This is an optimization exercise on Yosys and OpenROAD, whose aim is small area, a short achievable clock period and few clock cycles, not a production implementation. Where RTL was checked, it was by simulation tests only, not by an equivalence proof against the original. No functional check of the RTL was part of runs 4 to 6. Power and IR drop assume default switching activity.

--- design.v ---
module obd_rx (
    input  wire        clk,
    input  wire        rst,
    input  wire        start,
    input  wire [1:0]  proto,     
    input  wire [7:0]  pid,
    input  wire [7:0]  mode,
    input  wire [7:0]  cap,       
    input  wire [17:0] per,       
    output wire        idle,
    input  wire        e_valid,
    output wire        e_ready,
    input  wire [31:0] e_time,
    input  wire        e_end,     
    output reg         o_valid,
    output reg  [7:0]  o_data,
    output reg         done,
    output reg  [7:0]  status,
    output reg  [7:0]  count,     
    output reg  [6:0]  nbytes,    
    output reg         framing    
);
    localparam [7:0] ST_OK         = 8'h00;
    localparam [7:0] ST_NACK       = 8'h01;
    localparam [7:0] ST_ERR_TIMING = 8'h10;
    localparam [7:0] ST_ERR_SHORT  = 8'h11;
    localparam [7:0] ST_ERR_SID    = 8'h12;
    localparam [7:0] ST_ERR_PID    = 8'h13;
    localparam [7:0] ST_ERR_TRUNC  = 8'h14;
    localparam [7:0] ST_ERR_PROTO  = 8'h15;
    reg        busy;      
    reg        rx;        
    reg [1:0]  r_proto;
    reg [7:0]  r_pid;
    reg [7:0]  r_mode;
    reg [6:0]  r_cap;     
    reg [17:0] r_per;
    reg [19:0] m3;
    reg [20:0] m5;
    reg [20:0] m7;
    reg [21:0] m9;
    reg        iv;        
    reg        ie;        
    reg [30:0] it;
    reg        act;       
    reg        stop;      
    reg [30:0] sh;        
    reg [9:0]  samp;      
    reg [2:0]  h;
    reg [2:0]  ds;        
    reg [2:0]  nmin;      
    reg        nack;
    reg        sid_ok;
    reg        pid_ok;
    reg [7:0]  hb;        
    reg [1:0]  tag;       
    reg        trunc;     
    reg [3:0]  lhi;       
    reg [6:0]  rem;       
    reg [6:0]  cnt;       
    assign idle    = ~busy;
    assign e_ready = rx;
    wire [30:0] d    = it - sh;
    wire        neg  = d[30];
    wire        big  = |d[29:22];
    wire [21:0] dl   = d[21:0];
    wire [21:0] mk1 = {4'd0, r_per};
    wire [21:0] mk2 = {3'd0, r_per, 1'b0};
    wire [21:0] mk3 = {2'd0, m3};
    wire [21:0] mk4 = {2'd0, r_per, 2'b0};
    wire [21:0] mk5 = {1'd0, m5};
    wire [21:0] mk6 = {1'd0, m3, 1'b0};
    wire [21:0] mk7 = {1'd0, m7};
    wire [21:0] mk8 = {1'd0, r_per, 3'b0};
    wire [21:0] mk9 = m9;
    wire [9:0] therm;
    assign therm[0] = ~neg;
    assign therm[1] = ~neg & (big | (dl >= mk1));
    assign therm[2] = ~neg & (big | (dl >= mk2));
    assign therm[3] = ~neg & (big | (dl >= mk3));
    assign therm[4] = ~neg & (big | (dl >= mk4));
    assign therm[5] = ~neg & (big | (dl >= mk5));
    assign therm[6] = ~neg & (big | (dl >= mk6));
    assign therm[7] = ~neg & (big | (dl >= mk7));
    assign therm[8] = ~neg & (big | (dl >= mk8));
    assign therm[9] = ~neg & (big | (dl >= mk9));
    wire [30:0] sh_new = it + {14'd0, r_per[17:1]};
    wire        fin_edge = iv & act & ~stop & therm[9];
    wire        fin_end  = ie & act & ~stop;
    wire        fin      = fin_edge | fin_end;
    wire        good     = ~samp[0] & samp[9];
    wire        store    = fin & good;
    wire [7:0]  b        = samp[8:1];
    wire [6:0]  n1       = nbytes + 7'd1;
    wire        is_m3     = (r_mode == 8'd3);
    wire        ok_so_far = (r_proto != 2'd0) & ~nack & sid_ok & (~(r_mode == 8'd1) | pid_ok);
    wire [7:0]  cb    = is_m3 ? b : hb;
    wire [6:0]  ci    = is_m3 ? nbytes : nbytes - 7'd1;
    wire        cv_ok = (is_m3 | (nbytes != 7'd0)) & ok_so_far;
    wire        at_ds = (ci == {4'd0, ds});
    wire [11:0] llen  = {lhi, cb};
    wire [6:0]  lim_s = ({3'd0, cb[3:0]} < r_cap) ? {3'd0, cb[3:0]} : r_cap;
    wire [6:0]  lim_l = (llen < {5'd0, r_cap}) ? llen[6:0] : r_cap;
    wire        p_short = at_ds & (cb[7:4] == 4'h0);
    wire        p_long  = at_ds & (cb[7:4] == 4'h1);
    wire        p_plain = at_ds & (cb[7:4] != 4'h0) & (cb[7:4] != 4'h1);
    wire        p_len   = ~at_ds & (tag == 2'd3);
    wire        p_emit  = p_plain ? (r_cap != 7'd0)
                        : (~at_ds & (tag == 2'd1 || tag == 2'd2) & (rem != 7'd0));
    wire        st_e    = ie & act & ~stop & good;
    wire        pe_e    = st_e & cv_ok & p_emit;
    wire        nack_f  = (st_e & (nbytes == {4'd0, h})) ? (b == 8'h7F) : nack;
    wire        sid_f   = (st_e & (nbytes == {4'd0, h})) ? (b == r_mode + 8'h40) : sid_ok;
    wire        pid_f   = (st_e & (nbytes == {4'd0, h} + 7'd1)) ? (b == r_pid) : pid_ok;
    wire        trunc_f = (st_e & cv_ok) ? (p_long | (trunc & ~p_len)) : trunc;
    wire [6:0]  nf      = st_e ? n1 : nbytes;
    wire [6:0]  cnt_f   = cnt + {6'd0, pe_e};
    always @(posedge clk) begin
        o_valid <= 1'b0;
        done    <= 1'b0;
        iv      <= 1'b0;
        ie      <= 1'b0;
        it      <= e_time[30:0];
        m3      <= {2'd0, r_per} + {1'd0, r_per, 1'b0};
        m5      <= {3'd0, r_per} + {1'd0, r_per, 2'b0};
        m7      <= {r_per, 3'b0} - {3'd0, r_per};
        m9      <= {4'd0, r_per} + {1'd0, r_per, 3'b0};
        if (rst) begin
            busy    <= 1'b0;
            rx      <= 1'b0;
        end else begin
            if (start & ~busy) begin
                busy    <= 1'b1;
                rx      <= 1'b1;
                r_proto <= proto;
                r_pid   <= pid;
                r_mode  <= mode;
                r_cap   <= (cap > 8'd64) ? 7'd64 : cap[6:0];
                r_per   <= per;
                nbytes  <= 7'd0;
                framing <= 1'b0;
                act     <= 1'b0;
                stop    <= 1'b0;
                nack    <= 1'b0;
                sid_ok  <= 1'b0;
                pid_ok  <= 1'b0;
                tag     <= 2'd0;
                trunc   <= 1'b0;
                cnt     <= 7'd0;
                rem     <= 7'd0;
                h       <= 3'd0;
                ds      <= 3'd7;
                nmin    <= 3'd0;
            end
            if (rx & e_valid) begin
                iv <= ~e_end;
                ie <= e_end;
                if (e_end)
                    rx <= 1'b0;
            end
            if (iv & ~stop) begin
                if (~act | therm[9]) begin
                    sh   <= sh_new;
                    samp <= 10'd0;
                    act  <= 1'b1;
                end else begin
                    samp <= (samp & therm) | ({10{~samp[9]}} & ~therm);
                end
            end
            if (fin) begin
                if (~good) begin
                    framing <= 1'b1;
                    stop    <= 1'b1;
                end else begin
                    nbytes <= n1;
                    if (n1 == 7'd64)
                        stop <= 1'b1;
                end
            end
            if (store) begin
                hb <= b;
                if (nbytes == 7'd0) begin
                    if (r_proto == 2'd1)
                        h <= 3'd3;
                    else
                        h <= 3'd1 + (b[7] ? 3'd2 : 3'd0) + ((b[5:0] == 6'd0) ? 3'd1 : 3'd0);
                end
                if (nbytes == 7'd1) begin
                    ds   <= h + 3'd1 + ((~is_m3 & ((r_pid != 8'd0) | (r_mode == 8'd1))) ? 3'd1 : 3'd0);
                    nmin <= h + 3'd1 + (is_m3 ? 3'd0 : (r_pid == 8'd0) ? 3'd1 : 3'd2);
                end
                if (nbytes == {4'd0, h}) begin
                    nack   <= (b == 8'h7F);
                    sid_ok <= (b == r_mode + 8'h40);
                end
                if (nbytes == {4'd0, h} + 7'd1)
                    pid_ok <= (b == r_pid);
                if (cv_ok) begin
                    if (p_short) begin
                        tag <= 2'd2;
                        rem <= lim_s;
                    end
                    if (p_long) begin
                        tag   <= 2'd3;
                        trunc <= 1'b1;
                        lhi   <= cb[3:0];
                    end
                    if (p_plain) begin
                        tag <= 2'd1;
                        rem <= r_cap;
                    end
                    if (p_len) begin
                        tag   <= 2'd2;
                        trunc <= 1'b0;
                        rem   <= lim_l;
                    end
                    if (p_emit) begin
                        o_valid <= 1'b1;
                        o_data  <= cb;
                        cnt     <= cnt + 7'd1;
                        rem     <= (p_plain ? r_cap : rem) - 7'd1;
                    end
                end
            end
            if (ie) begin
                done  <= 1'b1;
                busy  <= 1'b0;
                count <= 8'hFF;
                if (r_proto == 2'd0)
                    status <= ST_ERR_PROTO;
                else if (nf < 7'd3)
                    status <= ST_ERR_TIMING;
                else if (nf < {4'd0, nmin})
                    status <= ST_ERR_SHORT;
                else if (nack_f) begin
                    status <= ST_NACK;
                    count  <= 8'd0;
                end else if (~sid_f)
                    status <= ST_ERR_SID;
                else if (r_mode == 8'd1 && ~pid_f)
                    status <= ST_ERR_PID;
                else if (trunc_f)
                    status <= ST_ERR_TRUNC;
                else begin
                    status <= ST_OK;
                    count  <= {1'b0, cnt_f};
                end
            end
        end
    end
endmodule
--- run.sh ---
#!/bin/bash
# synth_recipe.tcl (not shown) runs the flow's synth.tcl, then flattens the netlist and writes it again
# the make line also repeats each setting of config.mk as NAME=value (left out here)
make -C /OpenROAD-flow-scripts/flow DESIGN_CONFIG=/design/flow/config.mk WORK_HOME=/design/flow/orfs CLKGATE_MAP_FILE= SYNTH_SCRIPT=/design/flow/synth_recipe.tcl finish
--- config.mk ---
export PLATFORM = sky130hd
export DESIGN_NAME = obd_rx
export DESIGN_NICKNAME = obd_rx
export VERILOG_FILES = /design/flow/design.v
export SDC_FILE = /design/flow/constraint.sdc
export NUM_CORES = 4
export LEC_CHECK = 0
export ABC_CLOCK_PERIOD_IN_PS = 4000
export CAP_MARGIN = 20
export CORE_MARGIN = 2
export CORE_UTILIZATION = 40
export SLEW_MARGIN = 20
--- constraint.sdc ---
create_clock -name core_clock -period 10.0 [get_ports {clk}]
set_input_delay 2.0000 -clock core_clock [delete_from_list [all_inputs] [get_ports {clk}]]
set_output_delay 2.0000 -clock core_clock [all_outputs]
set_load 0.01 [all_outputs]
==> results of run 1 <==
## worst register-to-register path, cell delays in order, from the launching register on
cell and delay, ns:
edfxtp_1 0.36, inv_1 0.11, ha_1 0.23, nor2b_1 0.14, o2111a_1 0.25, nor3_1 0.31
o31ai_1 0.21, a2111oi_2 0.74, or2_2 0.26, o21ai_0 0.10, xor2_1 0.18, buf_4 0.21
ha_1 0.33, nand4_1 0.09, nor2_1 0.21, o221ai_1 0.22, o21a_1 0.24, o211a_1 0.22
o2111ai_1 0.18, o21ai_2 0.18, o21ai_2 0.25, buf_4 0.29, and3_1 0.45, mux2_1 0.37
## metrics by stage
step	cell area (sq um)	total power, mW	setup WS, ns	std cells
finish	22700	3.23	3.59	2908
global route	22700	3.43	3.23	2908
CTS	22700	3.28	3.56	2908
detailed placement	21600	2.03	3.61	2844
global placement	21600	2.01	3.67	2843
floorplan	19700	1.81	3.27	2088
## kinds of logic (layout without fill, tap and decap cells)
logic type / count (synthesis) / count (layout)
buffers and inverters: 267 / 423
adder cells (fa/ha/maj): 313 / 313
AND/OR/NAND/NOR: 543 / 543
other: 1 / 4
AO/OA/AOI/OAI: 499 / 499
multiplexers: 45 / 45
XOR/XNOR: 147 / 147
flip-flops: 270 / 270
## state kept, by name, indices dropped and copies added, names as in the netlist, 4 cells and up
register  count
cnt           7
o_data        8
m5           19
rem           7
r_mode        8
nbytes        7
it           31
sh           31
r_pid         8
r_cap         7
r_per        18
samp         10
status        4
m7           20
m3           18
count         7
m9           22
hb            8
lhi           4
## cells in the mapped netlist, types with 25 or more instances
cell	instances	area, sq um
nand2_1	136	510
nor2b_1	31	194
ha_1	307	3840
o21ai_0	118	591
a21o_1	44	330
nor3_1	38	190
a21oi_1	147	736
nor2_1	144	541
nand2b_1	25	156
mux2i_1	37	370
o21a_1	31	233
xor2_1	48	420
inv_1	223	837
nand3_1	47	235
xnor2_1	99	867
edfxtp_1	154	4620
dfxtp_1	116	2320
## layer usage
layer	up-vias	part of all wire	wire [um]	track usage
met4	0	0.028	1360	0.0607
met2	330	0.48	23000	0.342
met1	7227	0.45	21700	0.237
met3	86	0.048	2330	0.0362
met5	-	0	0	0
li1	7723	-	-	-
## final cells by class
cell class	instances	share of cell area
clock inverters	9	0.00259
repair buffers	135	0.0570
clock buffers	55	0.0464
multi-input cells	1551	0.514
well taps	664	0.0366
inverters	224	0.0371
flip-flops and latches	270	0.306
## power by group
| group | switching [mW] | internal, mW |
|---|---|---|
| Clock | 0.496 | 0.725 |
| Sequential | 0.0503 | 1.25 |
| Combinational | 0.390 | 0.321 |
## path summary, 6_finish.rpt
path	slack, ns	startpoint	end	depth (start not counted)
max reg2reg	3.59	sh[1]	nmin[1]	23
max	3.59	sh[1]	nmin[1]	23
min	0.51	busy	busy	2
min reg2reg	0.51	busy	busy	2
==> results.cfg, run 1 <==
[status]
status = complete, no violations

[cells_and_area]
final_util = 0.465
multi_input_area_sq_mm = 0.0116
final_nets = 2611
syn_to_final_growth_pct = 15.3
diodes = 0
regArea_sq_mm = 0.00695
layout_commonest_cell = ha_1
mostFrequentLayoutCells = ha_1 (307), inv_1 (223), edfxtp_1 (154)
nFillCells = 4625
drive_above_1_share = 0.0535

[setup_path]
crit_required_ns = 10.29
crit_chain = inv_1, ha_1, nor2b_1, o2111a_1, nor3_1, o31ai_1, a2111oi_2, or2_2, o21ai_0, xor2_1, buf_4, ha_1, nand4_1, nor2_1, o221ai_1, o21a_1, o211a_1, o2111ai_1, o21ai_2, o21ai_2, buf_4, and3_1, mux2_1
critical_path_buf_inv_count = 3
crit_family = compound AO/OA/AOI/OAI gates
crit_path_end_kind = register
crit_type = reg -> reg
path_max_fanout = 21
arrival_ns = 6.70
cp_slowest_cell = a2111oi_2
critPathLaunchType = register
slowest_delay_ns = 0.74

[floorplan]
die_x_um = 226
row_count = 81
initial_utilization = 0.404
io_pins = 117
core_sq_mm = 0.0487
dieArea_sq_mm = 0.0510
die_h_um = 226

[timing]
tightest_slew_ns = 0.922
min_period_over_period = 0.641
relSlewSlack = 0.379
rsz0062_at_grt = false
setup-violations-final = 0
fin_setup_tns_ns = 0
slew_violations = 0
hold_ws_ns = 0.513
hold_viol_final = 0
skew_ns = 0.0349
fin_crit_ns = 6.41
clock.fmax_mhz = 156

[synthesis]
synthSimpleGateAreaFrac = 0.136
synth_enable_flop_cells = 154
synthDistinctLibCells = 94
ys_ff_latch = 270
synth-compound-area-share = 0.164
yosysSeqAreaShare = 0.353
syn_avg_cell_area_sq_um = 9.43
synthesis.area_sq_mm = 0.0197
yosys-mux-area-fraction = 0.0234
synth_ff_type = edfxtp_1
postSynthCellCount = 2085
synth_top_family_by_area = adder cells
yosys.area_share.adder = 0.201
yosys.area_share.xor_xnor = 0.0655
synthArstFlopShare = 0
yosys_warnings = 1

[cts]
cts_tree = yes
cts_sinks = 270
cts_buffer_depth = 3
clock_latency_ns = 0.57
cts_resized = 0
cts_hold_buf = 0
post_cts_buffers = 0
cts_root_buf = clkbuf_16
cts_buffers = 35
ctsHtreeMaxLevel = 2
clk_pin_slew_ns = 0.06

[placed_design]
gp_congestion = 0.869
dpl.hpwl_um = 36700
io_buffers = 111

[grt]
grt_pass1_wl_um = 78300
antenna_found_initial = 0
grt_pass1_vias = 15400
grt_max_degree = 40
grt_overflow_total = 0
track_usage = 0.193

[power_and_ir_drop]
p_leak_nw = 9.86
power.density_mw_per_mm2 = 143
worst_ir_drop_vdd_mv = 0.131

[routing]
wl_um = 48400
drtIter0Drc = 921
wire_per_inst_um = 16.6
drt_first_pass_iters = 5
drc = 0
dr_total_vias = 15400
vias_per_cell = 5.28
route.antenna.remaining_nets = 0

[min_path]
worstHoldPathType = reg -> reg

[job]
maxCapViolations = 0
Testbench counts, summed over its fixed seeds: cycles 18,116.
==> run 2: changes to the inputs <==
--- a/config.mk
+++ b/config.mk
@@ -6,5 +6,5 @@
 export NUM_CORES = 4
 export LEC_CHECK = 0
-export ABC_CLOCK_PERIOD_IN_PS = 4000
+export ABC_AREA = 1
 export CAP_MARGIN = 20
 export CORE_MARGIN = 2
==> results.cfg, run 2 <==
[cells_and_area]
regArea_sq_mm = 0.00695
reg.largest.list = it x31, sh x31, m9 x22
final_util = 0.463
layout_commonest_cell = nand2_1
syn_to_final_growth_pct = 14.6
nFillCells = 5069
final_nets = 3249
drive_above_1_share = 0.0510
diodes = 0
final_area_sq_mm = 0.0243
mostFrequentLayoutCells = nand2_1 (639), inv_1 (406), ha_1 (307)
multi_input_area_sq_mm = 0.0125

[setup_path]
critPathLaunchType = register
slowest_delay_ns = 0.71
crit_path_end_kind = register
arrival_ns = 5.52
crit_required_ns = 10.17
path_max_fanout = 31
cp_slowest_cell = nor2_4
crit_type = reg -> reg
cp_common_cell = nand2_1

[cts]
cts_sinks = 270
cts_root_buf = clkbuf_16
ctsHtreeMaxLevel = 2
cts_buffers = 34
cts_hold_buf = 0
cts_buffer_depth = 3
cts_resized = 0
clk_pin_slew_ns = 0.06
clock_latency_ns = 0.56
post_cts_buffers = 0
cts_tree = yes

[timing]
slew_violations = 0
fin_setup_tns_ns = 0
relSlewSlack = 0.385
rsz0062_at_grt = false
hold_viol_final = 0
skew_ns = 0.0165
fin_crit_ns = 5.35
clock.fmax_mhz = 187
min_period_over_period = 0.535
setup-violations-final = 0
tightest_slew_ns = 0.921

[routing]
drtIter0Drc = 1025
dr_total_vias = 18400
vias_per_cell = 5.15
wire_per_inst_um = 15.9
route.antenna.remaining_nets = 0
drt_first_pass_iters = 7
wl_um = 56700
drc = 0

[job]
maxCapViolations = 0

[synthesis]
synthTopCellsByArea = edfxtp_1 (22%), ha_1 (18%), nand2_1 (11%), dfxtp_1 (11%), inv_1 (7.2%)
yosysTopAreaCell = edfxtp_1
yosysSeqAreaShare = 0.328
synth_ff_type = edfxtp_1
syn_avg_cell_area_sq_um = 7.80
synth_enable_flop_cells = 154
synthDistinctLibCells = 60
synth.most_common_cell = nand2_1
synthArstFlopShare = 0
yosysTopAreaCellShare = 0.218
synthesis.area_sq_mm = 0.0212
ys_ff_latch = 270
synth_common_cells = nand2_1 (639), inv_1 (406), ha_1 (307), nor2_1 (203), a21oi_1 (183)
postSynthCellCount = 2718
yosys_warnings = 1

[placed_design]
dpl.hpwl_um = 44700
io_buffers = 111
place_area_sq_mm = 0.0232
gp_congestion = 0.904

[floorplan]
core_sq_mm = 0.0524
io_pins = 117
dieArea_sq_mm = 0.0549
initial_utilization = 0.404
row_count = 84
die_h_um = 234
die_x_um = 234

[grt]
grt_overflow_total = 0
grt_max_degree = 44
track_usage = 0.208
grt_pass1_vias = 18000
antenna_found_initial = 0
grt_pass1_wl_um = 90000

[status]
status = complete, no violations

[power_and_ir_drop]
p_clk_frac = 0.373
swShare = 0.313
power_frac_seq = 0.386
power.density_mw_per_mm2 = 139
p_sw_mw = 1.05
worst_ir_drop_vdd_mv = 0.119
intPower_mw = 2.31
p_leak_nw = 11.8
pwr-share-comb = 0.241

[min_path]
worstHoldPathType = reg -> reg
-- run 2: cell count changes after synthesis, moves of 38 or more --
| cell | before | now |
|---|---|---|
| nor2_1 | 144 | 203 |
| xnor2_1 | 99 | 37 |
| o21ai_1 | 0 | 38 |
| nand2_1 | 136 | 639 |
| inv_1 | 223 | 406 |
| xor2_1 | 48 | 111 |
| nand3_1 | 47 | 127 |
-- run 2: area by class of cell --
cell class / count / share of cell area
inverter: 419 / 0.0648
sequential: 270 / 0.286
clock buffer: 44 / 0.0396
timing repair buffer: 134 / 0.0529
tap: 688 / 0.0354
clock inverter: 17 / 0.00701
multi-input combinational: 1996 / 0.514
-- run 2: critical path: cells and delay by family (launching register included) --
kind	cells	cell delay, ns
AND/OR/NAND/NOR	17	2.47
adder cells (fa/ha/maj)	3	0.89
buffers and inverters	4	0.45
XOR/XNOR	1	0.44
AO/OA/AOI/OAI	3	0.37
flip-flops	1	0.32
-- run 2: worst paths after layout --
| path | from | to | slack [ns] | depth (start not counted) |
|---|---|---|---|---|
| max reg2reg | it[0] | sh[2] | 4.65 | 28 |
| min | busy | busy | 0.49 | 2 |
| max | it[0] | sh[2] | 4.65 | 28 |
| min reg2reg | busy | busy | 0.49 | 2 |
-- run 2: cells by family (layout without fill, tap and decap cells) --
family / after synthesis / count (layout) / synth area share
compound gates: 404 / 404 / 0.109
xor+xnor: 148 / 148 / 0.0611
fa+ha+maj: 313 / 313 / 0.187
buf+inv: 455 / 614 / 0.0842
flops: 270 / 270 / 0.328
mux: 1 / 1 / 0.000472
other cells: 1 / 4 / 0.000177
simple gates: 1126 / 1126 / 0.231
-- run 2: layer usage --
layer | part of all wire | GRT usage | wire length [um]
met4 | 0.035 | 0.0783 | 1990
met3 | 0.042 | 0.0285 | 2360
met5 | 0 | 0 | 0
met1 | 0.47 | 0.271 | 26400
met2 | 0.46 | 0.348 | 25900
-- run 2: metrics by stage --
stage                     power (mW)  hold slack (ns)  worst slack, ns  instances
after global routing            3.56            0.520             4.04       3568
after CTS                       3.39            0.489             4.58       3568
after floorplan                 1.88            0.445             4.60       2721
after global placement          2.09            0.479             4.66       3507
after detailed placement        2.13            0.480             4.61       3507
final                           3.36            0.493             4.65       3568
-- run 2: power by group through the flow --
stage / clock network (mW) / logic [mW] / registers, mW
3_3_place_gp: 0 / 0.772 / 1.32
4_1_cts: 1.28 / 0.811 / 1.30
5_1_grt: 1.33 / 0.925 / 1.31
2_1_floorplan: 0 / 0.572 / 1.30
6_report: 1.26 / 0.811 / 1.30
3_5_place_dp: 0 / 0.806 / 1.32
==> run 3: changes to the inputs <==
--- a/config.mk
+++ b/config.mk
@@ -6,5 +6,4 @@
 export NUM_CORES = 4
 export LEC_CHECK = 0
-export ABC_AREA = 1
 export CAP_MARGIN = 20
 export CORE_MARGIN = 2
==> results.cfg, run 3 <==
[status]
status = complete, no violations

[timing]
slew_violations = 0
min_period_over_period = 0.641
tightest_slew_ns = 0.922
setup-violations-final = 0
hold_viol_final = 0
rsz0062_at_grt = false
relSlewSlack = 0.379
fin_setup_tns_ns = 0
clock.fmax_mhz = 156
hold_ws_ns = 0.513
skew_ns = 0.0349
fin_crit_ns = 6.41

[cells_and_area]
regArea_sq_mm = 0.00695
nFillCells = 4625
final_nets = 2611
mostFrequentLayoutCells = ha_1 (307), inv_1 (223), edfxtp_1 (154)
layout_commonest_cell = ha_1
multi_input_area_sq_mm = 0.0116
reg.largest.list = it x31, sh x31, m9 x22
syn_to_final_growth_pct = 15.3
diodes = 0
drive_above_1_share = 0.0535

[setup_path]
r2r-start = sh[1]
path_max_fanout = 21
rrSetupSlack_ns = 3.59
arrival_ns = 6.70
critPathLaunchType = register
r2r-end = nmin[1]
crit_path_end_kind = register
crit_type = reg -> reg
crit_required_ns = 10.29
ff2ff_path_depth = 23

[placed_design]
io_buffers = 111
dpl.hpwl_um = 36700
gp_congestion = 0.869

[cts]
cts_buffer_depth = 3
cts_hold_buf = 0
cts_root_buf = clkbuf_16
cts_buffers = 35
clk_pin_slew_ns = 0.06
clock_latency_ns = 0.57
post_cts_buffers = 0
cts_tree = yes
cts_resized = 0
ctsHtreeMaxLevel = 2
cts_sinks = 270

[grt]
antenna_found_initial = 0
grt_overflow_total = 0
track_usage = 0.193
grt_pass1_wl_um = 78300
grt_max_degree = 40
grt_pass1_vias = 15400

[synthesis]
synthDistinctLibCells = 94
yosysSeqAreaShare = 0.353
yosys_warnings = 1
yosysTopAreaCell = edfxtp_1
synth.most_common_cell = ha_1
synthesis.area_sq_mm = 0.0197
synth_common_cells = ha_1 (307), inv_1 (223), edfxtp_1 (154), a21oi_1 (147), nor2_1 (144)
yosysTopAreaCellShare = 0.235
synth_ff_type = edfxtp_1
synthTopCellsByArea = edfxtp_1 (24%), ha_1 (20%), dfxtp_1 (12%), xnor2_1 (4.4%), inv_1 (4.3%)
postSynthCellCount = 2085
synthArstFlopShare = 0
syn_avg_cell_area_sq_um = 9.43
ys_ff_latch = 270
synth_enable_flop_cells = 154

[min_path]
hold_path_depth = 2
whs_endpoint = busy
worstHoldPathType = reg -> reg
min_from = busy

[power_and_ir_drop]
worst_ir_drop_vdd_mv = 0.131
p_clk_frac = 0.378
power_frac_seq = 0.402
swShare = 0.290
p_sw_uw = 936
power.density_mw_per_mm2 = 143
pwr-share-comb = 0.220
p_leak_nw = 9.86
intPower_mw = 2.30

[floorplan]
initial_utilization = 0.404
die_x_um = 226
dieArea_sq_mm = 0.0510
core_sq_mm = 0.0487
row_count = 81
io_pins = 117
die_h_um = 226

[routing]
drt_first_pass_iters = 5
dr_total_vias = 15400
route.antenna.remaining_nets = 0
drc = 0
drtIter0Drc = 921
wl_um = 48400
vias_per_cell = 5.28
wire_per_inst_um = 16.6

[job]
maxCapViolations = 0
-- run 3: per-layer routing --
metal / part of all wire / global-route usage / vias to the layer above
met4: 0.028 / 0.0607 / 0
met5: 0 / 0 / -
met2: 0.48 / 0.342 / 330
met1: 0.45 / 0.237 / 7227
met3: 0.048 / 0.0362 / 86
li1: - / - / 7723
-- run 3: through the flow --
stage	setup WS (ns)	area (sq um)	total power, mW	cells	util
floorplan	3.27	19700	1.81	2088	-
global placement	3.67	21600	2.01	2843	0.442
detailed placement	3.61	21600	2.03	2844	0.442
CTS	3.56	22700	3.28	2908	0.465
global route	3.23	22700	3.43	2908	0.465
finish	3.59	22700	3.23	2908	0.465
-- run 3: cell families after synthesis --
logic type / Yosys count / synth area share
flip-flops: 270 / 0.353
XOR/XNOR: 147 / 0.0655
other: 1 / 0.000191
AND/OR/NAND/NOR: 543 / 0.136
adder cells (fa/ha/maj): 313 / 0.201
AO/OA/AOI/OAI: 499 / 0.164
buffers and inverters: 267 / 0.0558
multiplexers: 45 / 0.0234
-- run 3: power by group through the flow --
stage	Clock (mW)	Sequential, mW	Combinational (mW)
after CTS	1.26	1.30	0.716
after global routing	1.31	1.31	0.815
after floorplan	0	1.30	0.510
after detailed placement	0	1.32	0.711
after global placement	0	1.32	0.686
final	1.22	1.30	0.711
-- run 3: layout make-up --
type / instances / share of cell area
inverter: 224 / 0.0371
sequential: 270 / 0.306
multi-input combinational: 1551 / 0.514
tap: 664 / 0.0366
timing repair buffer: 135 / 0.0570
clock inverter: 9 / 0.00259
clock buffer: 55 / 0.0464
-- run 3: critical path, stage by stage (launching register included) --
cell and delay (ns):
edfxtp_1 0.36, inv_1 0.11, ha_1 0.23, nor2b_1 0.14
o2111a_1 0.25, nor3_1 0.31, o31ai_1 0.21, a2111oi_2 0.74
or2_2 0.26, o21ai_0 0.10, xor2_1 0.18, buf_4 0.21
ha_1 0.33, nand4_1 0.09, nor2_1 0.21, o221ai_1 0.22
o21a_1 0.24, o211a_1 0.22, o2111ai_1 0.18, o21ai_2 0.18
o21ai_2 0.24, buf_4 0.29, and3_1 0.44, mux2_1 0.36
-- run 3: worst max-delay path by stage --
stage	from	to	slack [ns]
4_1_cts	sh[1]	nmin[1]	3.56
5_1_grt	sh[1]	o_data[6]	3.23
6_report	sh[1]	nmin[1]	3.59
2_1_floorplan	sh[1]	sh[0]	3.27
3_5_place_dp	sh[1]	nmin[1]	3.61
3_3_place_gp	sh[1]	o_data[1]	3.67
==> run 4: changes to the inputs <==
--- a/design.v
+++ b/design.v
@@ -47,4 +47,6 @@
     reg [30:0] sh;        
     reg [9:0]  samp;      
+    reg        ps;        
+    reg [7:0]  pb;        
     reg [2:0]  h;
     reg [2:0]  ds;        
@@ -90,12 +92,14 @@
     wire        fin      = fin_edge | fin_end;
     wire        good     = ~samp[0] & samp[9];
-    wire        store    = fin & good;
-    wire [7:0]  b        = samp[8:1];
     wire [6:0]  n1       = nbytes + 7'd1;
+    wire        st_e  = fin_end & good;
+    wire        st    = ps | st_e;
+    wire [7:0]  b     = ps ? pb : samp[8:1];
+    wire [6:0]  pi    = ps ? nbytes - 7'd1 : nbytes;    
     wire        is_m3     = (r_mode == 8'd3);
     wire        ok_so_far = (r_proto != 2'd0) & ~nack & sid_ok & (~(r_mode == 8'd1) | pid_ok);
     wire [7:0]  cb    = is_m3 ? b : hb;
-    wire [6:0]  ci    = is_m3 ? nbytes : nbytes - 7'd1;
-    wire        cv_ok = (is_m3 | (nbytes != 7'd0)) & ok_so_far;
+    wire [6:0]  ci    = is_m3 ? pi : pi - 7'd1;
+    wire        cv_ok = (is_m3 | (pi != 7'd0)) & ok_so_far;
     wire        at_ds = (ci == {4'd0, ds});
     wire [11:0] llen  = {lhi, cb};
@@ -108,12 +112,13 @@
     wire        p_emit  = p_plain ? (r_cap != 7'd0)
                         : (~at_ds & (tag == 2'd1 || tag == 2'd2) & (rem != 7'd0));
-    wire        st_e    = ie & act & ~stop & good;
-    wire        pe_e    = st_e & cv_ok & p_emit;
-    wire        nack_f  = (st_e & (nbytes == {4'd0, h})) ? (b == 8'h7F) : nack;
-    wire        sid_f   = (st_e & (nbytes == {4'd0, h})) ? (b == r_mode + 8'h40) : sid_ok;
-    wire        pid_f   = (st_e & (nbytes == {4'd0, h} + 7'd1)) ? (b == r_pid) : pid_ok;
-    wire        trunc_f = (st_e & cv_ok) ? (p_long | (trunc & ~p_len)) : trunc;
+    wire        at_h    = st & (pi == {4'd0, h});
+    wire        at_h1   = st & (pi == {4'd0, h} + 7'd1);
+    wire        pv      = st & cv_ok;
+    wire        nack_f  = at_h ? (b == 8'h7F) : nack;
+    wire        sid_f   = at_h ? (b == r_mode + 8'h40) : sid_ok;
+    wire        pid_f   = at_h1 ? (b == r_pid) : pid_ok;
+    wire        trunc_f = pv ? (p_long | (trunc & ~p_len)) : trunc;
     wire [6:0]  nf      = st_e ? n1 : nbytes;
-    wire [6:0]  cnt_f   = cnt + {6'd0, pe_e};
+    wire [6:0]  cnt_f   = cnt + {6'd0, pv & p_emit};
     always @(posedge clk) begin
         o_valid <= 1'b0;
@@ -121,5 +126,7 @@
         iv      <= 1'b0;
         ie      <= 1'b0;
+        ps      <= 1'b0;
         it      <= e_time[30:0];
+        pb      <= samp[8:1];
         m3      <= {2'd0, r_per} + {1'd0, r_per, 1'b0};
         m5      <= {3'd0, r_per} + {1'd0, r_per, 2'b0};
@@ -178,7 +185,9 @@
                 end
             end
-            if (store) begin
+            if (fin_edge & good)
+                ps <= 1'b1;
+            if (st) begin
                 hb <= b;
-                if (nbytes == 7'd0) begin
+                if (pi == 7'd0) begin
                     if (r_proto == 2'd1)
                         h <= 3'd3;
@@ -186,39 +195,37 @@
                         h <= 3'd1 + (b[7] ? 3'd2 : 3'd0) + ((b[5:0] == 6'd0) ? 3'd1 : 3'd0);
                 end
-                if (nbytes == 7'd1) begin
+                if (pi == 7'd1) begin
                     ds   <= h + 3'd1 + ((~is_m3 & ((r_pid != 8'd0) | (r_mode == 8'd1))) ? 3'd1 : 3'd0);
                     nmin <= h + 3'd1 + (is_m3 ? 3'd0 : (r_pid == 8'd0) ? 3'd1 : 3'd2);
                 end
-                if (nbytes == {4'd0, h}) begin
-                    nack   <= (b == 8'h7F);
-                    sid_ok <= (b == r_mode + 8'h40);
-                end
-                if (nbytes == {4'd0, h} + 7'd1)
-                    pid_ok <= (b == r_pid);
-                if (cv_ok) begin
-                    if (p_short) begin
-                        tag <= 2'd2;
-                        rem <= lim_s;
-                    end
-                    if (p_long) begin
-                        tag   <= 2'd3;
-                        trunc <= 1'b1;
-                        lhi   <= cb[3:0];
-                    end
-                    if (p_plain) begin
-                        tag <= 2'd1;
-                        rem <= r_cap;
-                    end
-                    if (p_len) begin
-                        tag   <= 2'd2;
-                        trunc <= 1'b0;
-                        rem   <= lim_l;
-                    end
-                    if (p_emit) begin
-                        o_valid <= 1'b1;
-                        o_data  <= cb;
-                        cnt     <= cnt + 7'd1;
-                        rem     <= (p_plain ? r_cap : rem) - 7'd1;
-                    end
+            end
+            if (st) begin
+                nack   <= nack_f;
+                sid_ok <= sid_f;
+                pid_ok <= pid_f;
+            end
+            if (pv) begin
+                if (p_short) begin
+                    tag <= 2'd2;
+                    rem <= lim_s;
+                end
+                if (p_long) begin
+                    tag   <= 2'd3;
+                    lhi   <= cb[3:0];
+                end
+                if (p_plain) begin
+                    tag <= 2'd1;
+                    rem <= r_cap;
+                end
+                if (p_len) begin
+                    tag   <= 2'd2;
+                    rem   <= lim_l;
+                end
+                trunc <= trunc_f;
+                if (p_emit) begin
+                    o_valid <= 1'b1;
+                    o_data  <= cb;
+                    cnt     <= cnt_f;
+                    rem     <= (p_plain ? r_cap : rem) - 7'd1;
                 end
             end
--- a/config.mk
+++ b/config.mk
@@ -6,6 +6,8 @@
 export NUM_CORES = 4
 export LEC_CHECK = 0
+export ABC_AREA = 1
 export CAP_MARGIN = 20
 export CORE_MARGIN = 2
 export CORE_UTILIZATION = 40
+export SETUP_SLACK_MARGIN = 5
 export SLEW_MARGIN = 20
==> results.cfg, run 4 <==
[floorplan]
core_sq_mm = 0.0516
initial_utilization = 0.406
io_pins = 117
die_h_um = 233
die_x_um = 233
dieArea_sq_mm = 0.0543
row_count = 83

[timing]
rsz0062_at_grt = false
fin_setup_tns_ns = 0
clock.fmax_mhz = 217
tightest_slew_ns = 0.910
fin_ws_ns = 5.39
hold_viol_final = 0
skew_ns = 0.0307
slew_violations = 0
hold_ws_ns = 0.371
fin_crit_ns = 4.61
min_period_over_period = 0.461
relSlewSlack = 0.391
setup-violations-final = 0

[synthesis]
yosys_warnings = 1
yosysTopAreaCell = edfxtp_1
ys_ff_latch = 279
synthesis.area_sq_mm = 0.0210
syn_avg_cell_area_sq_um = 8.03
synth.most_common_cell = nand2_1
synthDistinctLibCells = 65
yosysTopAreaCellShare = 0.221
postSynthCellCount = 2612
synth_enable_flop_cells = 154
synth_ff_type = edfxtp_1
synth_common_cells = nand2_1 (535), inv_1 (361), ha_1 (308), a21oi_1 (219), nor2_1 (183)
yosysSeqAreaShare = 0.340
synthArstFlopShare = 0
synthTopCellsByArea = edfxtp_1 (22%), ha_1 (18%), dfxtp_1 (12%), nand2_1 (9.6%), inv_1 (6.5%)

[power_and_ir_drop]
power.density_mw_per_mm2 = 142
worst_ir_drop_vdd_mv = 0.132
p_leak_nw = 11.5

[grt]
antenna_found_initial = 0
grt_overflow_total = 0
grt_max_degree = 32
track_usage = 0.207
grt_pass1_vias = 18000
grt_pass1_wl_um = 89400

[placed_design]
gp_congestion = 0.933
io_buffers = 111
dp_slack_ns = 4.88
dpl.hpwl_um = 43600

[routing]
vias_per_cell = 5.18
wire_per_inst_um = 16.0
drc = 0
route.antenna.remaining_nets = 0
drt_first_pass_iters = 6
dr_total_vias = 18000
wl_um = 55500
drtIter0Drc = 1024

[cells_and_area]
reg.largest.list = it x31, sh x31, m9 x22
layout_commonest_cell = nand2_1
final_nets = 3158
mostFrequentLayoutCells = nand2_1 (533), inv_1 (360), ha_1 (308)
syn_to_final_growth_pct = 15.6
drive_above_1_share = 0.0613
nFillCells = 4989
diodes = 0

[setup_path]
path_max_fanout = 31
critPathLaunchType = register
rrSetupSlack_ns = 5.39
crit_type = reg -> reg
crit_required_ns = 10.23
arrival_ns = 4.84
crit_path_end_kind = register

[cts]
cts_buffer_depth = 3
cts_buffers = 36
clock_latency_ns = 0.55
clk_pin_slew_ns = 0.06
cts_tree = yes
cts_sinks = 279
cts_root_buf = clkbuf_16
ctsHtreeMaxLevel = 2
cts_hold_buf = 0

[min_path]
worstHoldPathType = reg -> reg

[job]
maxCapViolations = 0

[status]
status = complete, no violations
run 4: path summary, 6_finish.rpt:
check | startpoint | end | depth (start not counted)
worst min register to register | samp[5] | pb[4] | 0
worst max-delay path | it[0] | sh[23] | 27
worst max register to register | it[0] | sh[23] | 27
worst min-delay path | samp[5] | pb[4] | 0
run 4: area by class of cell:
| cell class | instances | area, sq um | share of cell area |
|---|---|---|---|
| Clock buffer | 47 | 992 | 0.0409 |
| Tap cell | 680 | 851 | 0.0351 |
| Multi-Input combinational cell | 1933 | 12300 | 0.507 |
| Clock inverter | 18 | 223 | 0.00918 |
| Inverter | 373 | 1410 | 0.0581 |
| Sequential cell | 279 | 7130 | 0.294 |
| Timing Repair Buffer | 140 | 1340 | 0.0553 |
run 4: critical path: stages (launching register included):
cell and delay (ns):
dfxtp_1 0.32, inv_1 0.06, ha_1 0.14, inv_1 0.06, fa_1 0.40, nand3_1 0.09
nand2_1 0.11, nand3_1 0.09, nand2_1 0.15, nand2_1 0.10, nand2_1 0.12, nand2_1 0.09
nand2_1 0.08, xor2_2 0.20, inv_2 0.15, ha_1 0.30, inv_1 0.05, nor3_1 0.25
nor3b_2 0.26, nand3_1 0.11, nand3_1 0.10, a31oi_1 0.12, nand2_2 0.22, nand2_1 0.09
nand2_2 0.15, nand2_1 0.10, nor2_2 0.14, buf_12 0.21
run 4: per-stage QoR:
stage | std cells | power [mW] | utilization | area (sq um)
after floorplan | 2615 | 1.90 | - | 21000
after global placement | 3405 | 2.11 | 0.446 | 23000
after detailed placement | 3405 | 2.14 | 0.446 | 23000
after CTS | 3470 | 3.49 | 0.469 | 24200
after global routing | 3470 | 3.66 | 0.470 | 24300
final | 3470 | 3.46 | 0.470 | 24300
run 4: cell families after synthesis:
kind of cell	Yosys count	synth area share
DFF	279	0.340
AOI/OAI and AO/OA	450	0.122
other	1	0.000179
adders and majority gates	314	0.189
xor gates and xnor gates	145	0.0606
and+or+nand+nor	1019	0.212
buffers and inverters	403	0.0752
muxes	1	0.000477
run 4: power by group:
group	leakage (nW)	switching, mW	internal (mW)
Clock	0.594	0.520	0.809
Sequential	2.49	0.0440	1.29
Combinational	8.37	0.483	0.314
run 4: routing by layer:
| metal | wire length, um | GRT usage |
|---|---|---|
| met4 | 1870 | 0.0790 |
| met3 | 2650 | 0.0276 |
| met5 | 0 | 0 |
| met1 | 25400 | 0.267 |
| met2 | 25700 | 0.351 |
run 4: what timing repair did:
item,CTS,global route
setup buffers,0,0
setup endpoints to repair,31,41
cloned,0,0
pin swaps,0,1
resized for setup,2,7
==> run 5: changes to the inputs <==
--- a/design.v
+++ b/design.v
@@ -43,4 +43,10 @@
     reg        ie;        
     reg [30:0] it;
+    reg        dv;        
+    reg        de;        
+    reg        sel;       
+    reg [23:0] dA;        
+    reg [23:0] dB;        
+    reg [30:0] th;        
     reg        act;       
     reg        stop;      
@@ -63,8 +69,10 @@
     assign idle    = ~busy;
     assign e_ready = rx;
-    wire [30:0] d    = it - sh;
-    wire        neg  = d[30];
-    wire        big  = |d[29:22];
-    wire [21:0] dl   = d[21:0];
+    wire [30:0] d_a  = it - sh;
+    wire [30:0] d_b  = it - th;
+    wire [23:0] dsel = sel ? dB : dA;
+    wire        neg  = dsel[23];
+    wire        big  = dsel[22];
+    wire [21:0] dl   = dsel[21:0];
     wire [21:0] mk1 = {4'd0, r_per};
     wire [21:0] mk2 = {3'd0, r_per, 1'b0};
@@ -88,6 +96,7 @@
     assign therm[9] = ~neg & (big | (dl >= mk9));
     wire [30:0] sh_new = it + {14'd0, r_per[17:1]};
-    wire        fin_edge = iv & act & ~stop & therm[9];
-    wire        fin_end  = ie & act & ~stop;
+    wire        fin_edge = dv & act & ~stop & therm[9];
+    wire        fin_end  = de & act & ~stop;
+    wire        newc     = dv & ~stop & (~act | therm[9]);
     wire        fin      = fin_edge | fin_end;
     wire        good     = ~samp[0] & samp[9];
@@ -127,5 +136,12 @@
         ie      <= 1'b0;
         ps      <= 1'b0;
+        dv      <= iv;
+        de      <= ie;
+        sel     <= newc;
         it      <= e_time[30:0];
+        dA      <= {d_a[30], |d_a[29:22], d_a[21:0]};
+        dB      <= {d_b[30], |d_b[29:22], d_b[21:0]};
+        if (iv)
+            th  <= sh_new;
         pb      <= samp[8:1];
         m3      <= {2'd0, r_per} + {1'd0, r_per, 1'b0};
@@ -136,4 +152,6 @@
             busy    <= 1'b0;
             rx      <= 1'b0;
+            dv      <= 1'b0;
+            de      <= 1'b0;
         end else begin
             if (start & ~busy) begin
@@ -166,7 +184,7 @@
                     rx <= 1'b0;
             end
-            if (iv & ~stop) begin
+            if (dv & ~stop) begin
                 if (~act | therm[9]) begin
-                    sh   <= sh_new;
+                    sh   <= th;
                     samp <= 10'd0;
                     act  <= 1'b1;
@@ -230,5 +248,5 @@
                 end
             end
-            if (ie) begin
+            if (de) begin
                 done  <= 1'b1;
                 busy  <= 1'b0;
--- a/config.mk
+++ b/config.mk
@@ -10,4 +10,3 @@
 export CORE_MARGIN = 2
 export CORE_UTILIZATION = 40
-export SETUP_SLACK_MARGIN = 5
 export SLEW_MARGIN = 20
==> results.cfg, run 5 <==
[timing]
fin_ws_ns = 5.05
skew_ns = 0.0226
hold_viol_final = 0
fin_setup_tns_ns = 0
clock.fmax_mhz = 202
setup-violations-final = 0
tightest_slew_ns = 1.06
min_period_over_period = 0.495
rsz0062_at_grt = false
fin_crit_ns = 4.95
slew_violations = 0
relSlewSlack = 0.290

[power_and_ir_drop]
p_leak_nw = 13.1
power.density_mw_per_mm2 = 147
worst_ir_drop_vdd_mv = 0.104

[synthesis]
yosysTopAreaCell = edfxtp_1
synth_enable_flop_cells = 185
synthTopCellsByArea = edfxtp_1 (23%), ha_1 (17%), dfxtp_1 (14%), nand2_1 (8.8%), inv_1 (6.5%)
synth.most_common_cell = nand2_1
synthArstFlopShare = 0
ys_ff_latch = 361
yosys-mux-area-fraction = 0.000811
yosysTopAreaCellShare = 0.225
synth-compound-area-share = 0.119
synth_common_cells = nand2_1 (579), inv_1 (430), ha_1 (338), a21oi_1 (243), nor2_1 (208)
yosys_warnings = 1
postSynthCellCount = 2992
yosys.area_share.xor_xnor = 0.0646
synth_ff_type = edfxtp_1
yosys.area_share.adder = 0.177
synthesis.area_sq_mm = 0.0247
synth_top_family_by_area = simple AND/OR/NAND/NOR gates
synthDistinctLibCells = 61
syn_avg_cell_area_sq_um = 8.25
yosysSeqAreaShare = 0.368
synthSimpleGateAreaFrac = 0.195

[setup_path]
r2r-start = sel
arrival_ns = 5.14
crit_required_ns = 10.19
crit_type = reg -> reg
crit_path_end_kind = register
critPathLaunch = sel
path_max_fanout = 31
critPathLaunchType = register

[grt]
grt_pass1_vias = 19900
track_usage = 0.203
antenna_found_initial = 0
grt_pass1_wl_um = 103000
grt_max_degree = 44
grt_overflow_total = 0

[routing]
drtIter0Drc = 1028
vias_per_cell = 5.10
dr_total_vias = 20200
drc = 0
wl_um = 64800
wire_per_inst_um = 16.3
drt_first_pass_iters = 5
route.antenna.remaining_nets = 0

[min_path]
min_from = samp[7]
worstHoldPathType = reg -> reg

[job]
maxCapViolations = 0

[cells_and_area]
diodes = 0
layout_commonest_cell = nand2_1
final_nets = 3568
drive_above_1_share = 0.0513
syn_to_final_growth_pct = 14.5
stdcell_count = 3966
reg.largest.list = it x31, sh x31, th x31
mostFrequentLayoutCells = nand2_1 (579), inv_1 (430), ha_1 (338)

[status]
status = complete, no violations

[placed_design]
dp_cells = 3888
dp_slack_ns = 5.02
io_buffers = 111
gp_congestion = 0.920
dpl.hpwl_um = 51000

[cts]
clk_pin_slew_ns = 0.06
cts_buffer_depth = 3
cts_sinks = 361
post_cts_buffers = 0
cts_buffers = 42
clock_latency_ns = 0.58
ctsHtreeMaxLevel = 2
cts_resized = 0
cts_tree = yes
cts_root_buf = clkbuf_16
cts_hold_buf = 0

[floorplan]
dieArea_sq_mm = 0.0637
initial_utilization = 0.402
core_sq_mm = 0.0614
die_h_um = 252
die_x_um = 252
io_pins = 117
row_count = 91
[run 5: worst paths after layout]
path         cells past startpoint  slack [ns]    end
max                             21        5.05  sh[7]
min                              0        0.38  pb[6]
max reg2reg                     21        5.05  sh[7]
min reg2reg                      0        0.38  pb[6]
[run 5: worst max-delay path, stage by stage, from the launching register on]
cell and delay [ns]:
dfxtp_1 0.31, buf_4 0.27, inv_1 0.07, buf_4 0.21
or2_2 0.28, o21ai_0 0.31, inv_1 0.24, ha_1 0.39
inv_1 0.05, o21bai_1 0.29, nand2_1 0.09, o211ai_1 0.10
nand2_1 0.08, nand2_1 0.11, nand2_1 0.06, a21oi_1 0.19
o21bai_1 0.09, nand4_1 0.09, nand2_1 0.10, nand2_1 0.17
inv_1 0.20, nor2_4 0.83
[run 5: area by class of cell]
type,instances,area [sq um]
Clock inverter,23,330
Multi-Input combinational cell,2159,13800
Timing Repair Buffer,135,1290
Fill cell,6040,33100
Clock buffer,55,1130
Tap cell,790,988
Sequential cell,361,9080
Inverter,443,1670
[run 5: logic make-up after synthesis]
family	Yosys count
simple gates	1100
compound gates	526
buf+inv	475
flops	361
fa+ha+maj	345
xor+xnor	182
mux	2
other cells	1
[run 5: where the power goes]
group	total, mW	switching, mW	internal, mW
Combinational	0.840	0.517	0.324
Sequential	1.71	0.0504	1.66
Clock	1.62	0.652	0.965
Total	4.16	1.22	2.94
[run 5: per-stage QoR]
stage	hold slack [ns]	util	area, sq um	total power, mW
finish	0.376	0.460	28300	4.16
global route	0.398	0.460	28300	4.39
CTS	0.377	0.460	28300	4.21
detailed placement	0.385	0.437	26800	2.57
global placement	0.387	0.437	26800	2.56
floorplan	0.365	-	24700	2.32
[run 5: per-layer routing]
metal / track usage / wire length [um]
met1: 0.261 / 30000
met2: 0.359 / 30800
met3: 0.0232 / 2190
met4: 0.0607 / 1770
met5: 0 / 0
==> run 6: changes to the inputs <==
--- a/config.mk
+++ b/config.mk
@@ -10,3 +10,4 @@
 export CORE_MARGIN = 2
 export CORE_UTILIZATION = 40
+export SETUP_SLACK_MARGIN = 5
 export SLEW_MARGIN = 20
==> results.cfg, run 6 <==
[setup_path]
crit_path_end_kind = register
critPathLaunchType = register
critical_path_buf_inv_count = 7
cp_slowest_cell = ha_1
crit_chain = buf_4, inv_1, buf_4, or2_2, o21ai_0, inv_1, ha_1, inv_1, o21bai_1, nand2_1, o211ai_1, nand2_1, nand2_1, nand2_1, a21oi_1, o21bai_1, nand4_1, nand2_1, nand2_1, inv_1, nor2_4, buf_12
arrival_ns = 4.74
crit_required_ns = 10.28
crit_type = reg -> reg
crit_family = buffers and inverters
slowest_delay_ns = 0.39
path_max_fanout = 26
cp_common_cell = nand2_1

[placed_design]
dpl.hpwl_um = 51000
gp_congestion = 0.920
io_buffers = 111
place_area_sq_mm = 0.0268
dp_cells = 3888

[synthesis]
synth_ff_type = edfxtp_1
yosysTopAreaCellShare = 0.225
synthArstFlopShare = 0
postSynthCellCount = 2992
syn_avg_cell_area_sq_um = 8.25
synthTopCellsByArea = edfxtp_1 (23%), ha_1 (17%), dfxtp_1 (14%), nand2_1 (8.8%), inv_1 (6.5%)
yosysSeqAreaShare = 0.368
ys_ff_latch = 361
synth.most_common_cell = nand2_1
synth_common_cells = nand2_1 (579), inv_1 (430), ha_1 (338), a21oi_1 (243), nor2_1 (208)
yosysTopAreaCell = edfxtp_1
synthDistinctLibCells = 61
synth_enable_flop_cells = 185
yosys_warnings = 1
synthesis.area_sq_mm = 0.0247

[cts]
clock_latency_ns = 0.58
cts_hold_buf = 0
cts_buffers = 42
cts_buffer_depth = 3
ctsHtreeMaxLevel = 2
cts_root_buf = clkbuf_16
clk_pin_slew_ns = 0.06
cts_sinks = 361
cts_tree = yes

[cells_and_area]
final_area_sq_mm = 0.0283
nFillCells = 6036
diodes = 0
stdcell_count = 3969
mostFrequentLayoutCells = nand2_1 (579), inv_1 (430), ha_1 (338)
drive_above_1_share = 0.0522
syn_to_final_growth_pct = 14.7
layout_commonest_cell = nand2_1
reg.largest.list = it x31, sh x31, th x31
final_util = 0.461
final_nets = 3571

[power_and_ir_drop]
p_total_mw = 4.16
worst_ir_drop_vdd_mv = 0.103
p_leak_nw = 13.1
power.density_mw_per_mm2 = 147

[routing]
wire_per_inst_um = 16.4
route.antenna.remaining_nets = 0
dr_total_vias = 20200
drt_first_pass_iters = 5
drc = 0
drtIter0Drc = 1103
vias_per_cell = 5.09
wl_um = 65200

[floorplan]
die_x_um = 252
io_pins = 117
initial_utilization = 0.402
die_h_um = 252
core_sq_mm = 0.0614
row_count = 91
dieArea_sq_mm = 0.0637

[grt]
antenna_found_initial = 0
grt_overflow_total = 0
grt_pass1_wl_um = 103000
grt_pass1_vias = 19900
grt_max_degree = 44
track_usage = 0.203

[timing]
setup-violations-final = 0
hold_viol_final = 0
relSlewSlack = 0.387
skew_ns = 0.0222
fin_crit_ns = 4.46
clock.fmax_mhz = 224
tightest_slew_ns = 0.917
fin_setup_tns_ns = 0
rsz0062_at_grt = false
slew_violations = 0
min_period_over_period = 0.446

[job]
maxCapViolations = 0

[status]
status = complete, no violations

[min_path]
worstHoldPathType = reg -> reg
## run 6: cell counts after synthesis
No cell type changed its count.
## run 6: final timing paths
| check | from | to | slack [ns] | cells after the start |
|---|---|---|---|---|
| worst max-delay path | sel | sh[7] | 5.54 | 22 |
| worst min-delay path | samp[7] | pb[6] | 0.38 | 0 |
| worst max register to register | sel | sh[7] | 5.54 | 22 |
| worst min register to register | samp[7] | pb[6] | 0.38 | 0 |
## run 6: through the flow
step,hold slack (ns),setup slack [ns]
6_report,0.377,5.54
5_1_grt,0.398,5.16
4_1_cts,0.377,5.02
3_5_place_dp,0.385,5.02
3_3_place_gp,0.387,5.08
2_1_floorplan,0.365,5.11
## run 6: routing by layer
| metal | global-route usage | vias up | wire, um |
|---|---|---|---|
| met1 | 0.261 | 9346 | 30000 |
| met4 | 0.0607 | 0 | 1780 |
| met3 | 0.0232 | 108 | 2330 |
| met5 | 0 | - | 0 |
| li1 | - | 10400 | - |
| met2 | 0.359 | 365 | 31100 |
## run 6: report_power, final
part           switching [mW]  leakage, nW  internal (mW)
Clock                   0.652        0.697          0.965
Sequential             0.0503         3.20           1.66
Combinational           0.517         9.24          0.324
## run 6: what timing repair did
item | in CTS | in global routing
gates resized for setup | 0 | 1
setup buffers | 0 | 2
endpoints found under the setup margin | 0 | 31
## run 6: layout make-up
class / instances / area [sq um] / area share
clock buffers: 55 / 1130 / 0.0399
clock inverters: 23 / 330 / 0.0117
inverters: 443 / 1670 / 0.0590
multi-input cells: 2160 / 13800 / 0.487
flip-flops and latches: 361 / 9080 / 0.321
well taps: 790 / 988 / 0.0349
repair buffers: 137 / 1330 / 0.0470
## run 6: logic make-up after synthesis
logic type / synth area share
other cells: 0.000152
fa+ha+maj: 0.177
buf+inv: 0.0751
xor+xnor: 0.0646
simple gates: 0.195
flops: 0.368
compound gates: 0.119
mux: 0.000811

[separate check: timing with driven ports]
In the flow no input, the clock included, has a driving cell. The finished layouts below were timed again as built, in two steps.
Step 1 assumes that a clkbuf_16 drives the clock port and a buf_2 every other input.
Step 2 times the ports against the registers' clock, not the clock port: input delays grow and output delays shrink by t, the midpoint of the rising clock arrivals with the driver on.
Slacks: ideal ports / drivers / drivers and shift; pairs: ideal ports / drivers.
run	t (ns)	setup WS [ns]	slew at the worst register clock pin (ns)
run 1	0.604	3.587 / 3.587 / 3.587	0.06 / 0.06
run 2	0.609	4.647 / 4.647 / 4.647	0.06 / 0.06
run 3	0.604	3.587 / 3.587 / 3.587	0.06 / 0.06
run 4	0.599	5.385 / 5.385 / 5.385	0.06 / 0.06
run 5	0.635	5.053 / 5.053 / 5.053	0.06 / 0.06
run 6	0.635	5.543 / 5.543 / 5.515	0.06 / 0.06
After both steps setup and hold are still met in every run listed. For run 6, which loses most, drivers alone change the setup slack by 0.000 ns; drivers and shift together by -0.028 ns.
